Background: an optimization exercise with open tools, aiming at small area, a short achievable clock period and few clock cycles. Do not read the settings as production practice.
In this exercise RTL edits were held to simulation tests only and were not proved equivalent to the original.

==> run A: inputs <==
// mcl_crcfc
module mcl_crcfc #(
    parameter integer BUF_SIZE  = 64,      
    parameter integer XBUF_SIZE = 56,      
    parameter integer MAXSIZE   = 64,      
    parameter [7:0]   DELIM     = 8'h7C    
) (
    input  wire        clk,
    input  wire        rst,         
    input  wire        bus_req,
    input  wire        bus_we,
    input  wire [13:0] bus_addr,
    input  wire [31:0] bus_wdata,
    output wire        bus_ack,
    output reg  [31:0] bus_rdata
);
    localparam [2:0] C_OK = 3'd0, C_OVERSIZE = 3'd1, C_NOTFOUND = 3'd2, C_FORMAT = 3'd3,
                     C_RANGE = 3'd4, C_AUTH = 3'd5, C_ILLEGAL = 3'd6;
    localparam [7:0] OP_NOP = 8'h00, OP_SRESET = 8'h01,
                     OP_CRC_SEED = 8'h10, OP_CRC_INIT_N = 8'h11, OP_CRC_INIT_I = 8'h12,
                     OP_CRC_BYTE_N = 8'h13, OP_CRC_BYTE_I = 8'h14,
                     OP_CRC_RANGE_N = 8'h15, OP_CRC_RANGE_I = 8'h16,
                     OP_MSG_CSUM = 8'h18, OP_MSG_SETCSUM = 8'h19, OP_MSG_VERIFY = 8'h1A,
                     OP_CLEAR = 8'h20, OP_APP_U8 = 8'h21, OP_APP_U16 = 8'h22, OP_APP_I16 = 8'h23,
                     OP_APP_U32 = 8'h24, OP_APP_I32 = 8'h25, OP_APP_BOOL = 8'h26,
                     OP_APP_FLOAT = 8'h27, OP_APP_STR = 8'h28,
                     OP_LOCATE = 8'h30, OP_FIELD_COUNT = 8'h31, OP_RD_U8 = 8'h32,
                     OP_RD_U16 = 8'h33, OP_RD_I16 = 8'h34, OP_RD_U32 = 8'h35, OP_RD_I32 = 8'h36,
                     OP_RD_BYTES = 8'h37, OP_CUR_FIRST = 8'h38, OP_CUR_LAST = 8'h39,
                     OP_CUR_NEXT = 8'h3A, OP_CUR_PREV = 8'h3B;
    localparam [3:0] S_IDLE = 4'd0, S_CRC = 4'd1, S_MSGH = 4'd2, S_VER = 4'd3, S_APP = 4'd4,
  ...
clock: 12.0 ns
lec_check: 0
abc_clock_period_in_ps: 7000
cap_margin: 20
core_margin: 2
core_utilization: 40
place_density: 0.6
setup_slack_margin: 4.0
slew_margin: 20
tns_end_percent: 5
run.sh (not shown) runs the stock make flow with config.mk's settings and CLKGATE_MAP_FILE= SYNTH_SCRIPT=/design/flow/synth_recipe.tcl, a recipe that flattens the netlist after the stock synthesis.
==> run M (differences from run A) <==
--- a/flow/design.v
+++ b/flow/design.v
@@ -148,67 +148,62 @@
                     q <= xdat;
             end
             assign xflat[8*gi +: 8] = q;
         end
     endgenerate
     wire [7:0] dsize   = bflat[8*5 +: 8];
     wire       pay_bad = (dsize > 8'd58);
     wire       dnz     = (dsize != 8'd0);
-    wire [5:0]  eng_a = scan_r ? cur[5:0] + 6'd6 : cur[5:0];
-    wire [15:0] hdec = 16'd1 << bus_addr[5:2];
-    wire [3:0]  bdec = 4'd1 << bus_addr[1:0];
-    wire [15:0] edec = 16'd1 << eng_a[5:2];
-    wire [3:0]  ebdc = 4'd1 << eng_a[1:0];
-    wire [15:0] kdec = 16'd1 << kk[5:2];
-    wire [3:0]  kbdc = 4'd1 << kk[1:0];
-    wire [15:0] kwdc = 16'd1 << kk[3:0];
     reg  [15:0] bws;
     reg  [3:0]  bbs, xbs;
     reg  [13:0] xws;
     reg  [31:0] bword, xword;
     reg  [7:0]  bbyte, xbyte;
     integer pi;
     always @(*) begin
-        bws = idle ? hdec : edec;
-        bbs = idle ? bdec : ebdc;
-        xws = (state == S_APP) ? kwdc[13:0] : hdec[13:0];
-        xbs = bdec;
+        for (pi = 0; pi < 16; pi = pi + 1) bws[pi] = idle ? (bus_addr[5:2] == pi) : (cur[5:2] == pi);
+        for (pi = 0; pi < 4; pi = pi + 1)  bbs[pi] = idle ? (bus_addr[1:0] == pi) : (cur[1:0] == pi);
+        for (pi = 0; pi < 14; pi = pi + 1) xws[pi] = (state == S_APP) ? (kk[3:0] == pi) : (bus_addr[5:2] == pi);
+        for (pi = 0; pi < 4; pi = pi + 1)  xbs[pi] = (bus_addr[1:0] == pi);
         bword = 32'd0;
         for (pi = 0; pi < 16; pi = pi + 1) bword = bword | (bflat[32*pi +: 32] & {32{bws[pi]}});
         bbyte = 8'd0;
         for (pi = 0; pi < 4; pi = pi + 1)  bbyte = bbyte | (bword[8*pi +: 8] & {8{bbs[pi]}});
         xword = 32'd0;
         for (pi = 0; pi < 14; pi = pi + 1) xword = xword | (xflat[32*pi +: 32] & {32{xws[pi]}});
         xbyte = 8'd0;
         for (pi = 0; pi < 4; pi = pi + 1)  xbyte = xbyte | (xword[8*pi +: 8] & {8{xbs[pi]}});
     end
     wire rgn_reg = (bus_addr[13:12] == 2'd0);
     wire rgn_buf = (bus_addr[13:12] == 2'd1);
     wire rgn_xb  = (bus_addr[13:12] == 2'd2);
     wire reg_ok  = rgn_reg && (bus_addr[11:6] == 6'd0) && (bus_addr[1:0] == 2'd0);
     wire hw      = idle && bus_req && bus_we;
-    wire w_cmd   = hw && reg_ok && hdec[0];
-    wire w_opa   = hw && reg_ok && hdec[1];
-    wire w_opb   = hw && reg_ok && hdec[2];
+    wire w_cmd   = hw && reg_ok && (bus_addr[5:2] == 4'd0);
+    wire w_opa   = hw && reg_ok && (bus_addr[5:2] == 4'd1);
+    wire w_opb   = hw && reg_ok && (bus_addr[5:2] == 4'd2);
     wire w_buf   = hw && rgn_buf;
     wire w_xb    = hw && rgn_xb;
     reg [31:0] reg_rdata;
     always @(*) begin
-        reg_rdata = ({32{hdec[0]}}  & cmd_r) |
-                    ({32{hdec[1]}}  & opa) |
-                    ({32{hdec[2]}}  & opb) |
-                    ({32{hdec[3]}}  & res) |
-                    ({32{hdec[4]}}  & {29'd0, code}) |
-                    ({32{hdec[5]}}  & {16'd0, crc}) |
-                    ({32{hdec[6]}}  & {18'd0, llen, 2'd0, lstart}) |
-                    ({32{hdec[7]}}  & {cvalid, 9'd0, fcount, 10'd0, cidx}) |
-                    ({32{hdec[8]}}  & {24'd0, DELIM}) |
-                    ({32{hdec[9]}}  & {16'd64, 16'd64}) |
-                    ({32{hdec[10]}} & 32'd56);
+        case (bus_addr[5:2])
+            4'd0:    reg_rdata = cmd_r;
+            4'd1:    reg_rdata = opa;
+            4'd2:    reg_rdata = opb;
+            4'd3:    reg_rdata = res;
+            4'd4:    reg_rdata = {29'd0, code};
+            4'd5:    reg_rdata = {16'd0, crc};
+            4'd6:    reg_rdata = {18'd0, llen, 2'd0, lstart};
+            4'd7:    reg_rdata = {cvalid, 9'd0, fcount, 10'd0, cidx};
+            4'd8:    reg_rdata = {24'd0, DELIM};
+            4'd9:    reg_rdata = {16'd64, 16'd64};
+            4'd10:   reg_rdata = 32'd56;
+            default: reg_rdata = 32'd0;
+        endcase
     end
     always @(*) begin
         case (bus_addr[13:12])
             2'd0:    bus_rdata = reg_rdata;
             2'd1:    bus_rdata = {24'd0, bbyte};
             2'd2:    bus_rdata = {24'd0, xbyte};
             default: bus_rdata = 32'd0;
         endcase
@@ -842,30 +837,19 @@
                 if (hi <= 7'd4) begin
                     dsz_we  = 1'b1;
                     state_n = S_IDLE;
                 end
             end
             S_SCAN: begin
                 ack_c = 1'b0;
                 if (kk == 6'd0) begin
-                    ack_c   = fnd_end || (seg_len == 6'd1);
+                    ack_c   = fnd_end;
                     state_n = S_IDLE;
                     found;
-                    if (!fnd_end) begin
-                        cur_n = {1'b0, fs} + 7'd7;
-                        hi_n  = {1'b0, seg_len} - 7'd1;
-                        if (dop == OP_RD_BYTES) begin
-                            xen  = 1'b1;
-                            kk_n = 6'd1;
-                        end else begin
-                            res_n = {24'd0, bbyte};
-                        end
-                        if (seg_len == 6'd1) state_n = S_IDLE;
-                    end
                 end else begin
                     cur_n  = hi + 7'd1;
                     hi_n   = {1'b0, ndne};
                     slen_n = ndne - hi[5:0] - 6'd1;
                     kk_n  = kk - 6'd1;
                 end
             end
             S_RDV: begin
@@ -901,18 +885,17 @@
                                   {win[7:0],  win[31:8]};
     wire [7:0]  wspan = {4'd0, wm} << wpos[1:0];
     reg  [63:0] wsel;
     integer bi;
     always @(*) begin
         for (bi = 0; bi < 64; bi = bi + 1)
             bwe[bi] = ((wpos[5:2] == bi / 4) && wspan[bi % 4]) ||
                       ((wpos[5:2] == bi / 4 - 1) && (bi >= 4) && wspan[4 + bi % 4]);
-        for (bi = 0; bi < 56; bi = bi + 1)
-            xwe[bi] = xen && (idle ? (hdec[bi / 4] && bdec[bi % 4]) : (kdec[bi / 4] && kbdc[bi % 4]));
+        for (bi = 0; bi < 56; bi = bi + 1) xwe[bi] = xen && (xaddr == bi);
     end
     wire bwrite = (|wm) || dsz_we || bclr_any;
     always @(posedge clk) begin
         if (rst) begin
             state  <= S_IDLE;
             idle_r <= 1'b1;
             crc_r  <= 1'b0;
             scan_r <= 1'b0;
==> notes.md <==
Result of the run: run A timing/DRC/antenna clean; run M timing/DRC/antenna clean
Register-to-register setup slack: run A 3730 ps; run M 4010 ps
Number of distinct library cells after synthesis: run A 108; run M 119
Global-route wire length before repair: run A 547000 µm; run M 503000 µm
Share of the synthesized area in the top cell type: run A 41.0%; run M 42.6%
Post-Syn Area: run A 74500 µm²; run M 71700 µm²
Xor/xnor cell area share of the yosys netlist: run A 3.51%; run M 3.74%
Post-Syn Area per Cell: run A 9.80 µm²; run M 10.1 µm²
Total length of routed wires: run A 399000 µm; run M 365000 µm
Via count of the first global-routing pass: run A 67300; run M 63100
Sequential cell area fraction in the yosys report: run A 46.0%; run M 47.8%
FP Rows: run A 158; run M 155
Buffer count excluding the clock tree in the final layout: run A 632; run M 627
Routed met1 length: run A 157000 µm; run M 141000 µm
Final design utilization: run A 47.3%; run M 47.7%
Type of the setup path with the least slack: run A flip-flop to primary output; run M input pin to primary output
Layout Area Growth over Synthesis: run A 17.7%; run M 18.6%
Testbench counts of run A, summed over its fixed seeds: cycles 30,910.
Testbench counts of run M, summed over its fixed seeds: cycles 31,096.

afterwards: timing with drivers on the ports:
No port has a modelled driver above. Below, the same layouts with a new extraction and two added sets of constraints. Step 1 assumes that a clkbuf_16 drives the clock port and a buf_2 every other input. Step 2, shift: input delay + t, output delay - t, t = (earliest + latest rising clock arrival at the registers) / 2. This alone moves slack from input paths to output paths. a / b / c = no drivers / after step 1 / after step 2; a / b = the first two.
| run | shift t [ns] | setup slack, ns | hold slack, ns |
|---|---|---|---|
| run A | 0.905 | 3.599 / 3.512 / 2.863 | 0.501 / 0.501 / 0.501 |
| run M | 0.901 | 3.851 / 3.711 / 3.010 | 0.480 / 0.480 / 0.480 |
After both steps setup and hold are still met in every run listed. The setup slack of run M, which loses most, moves by -0.140 ns with the drivers and by -0.841 ns with both steps.
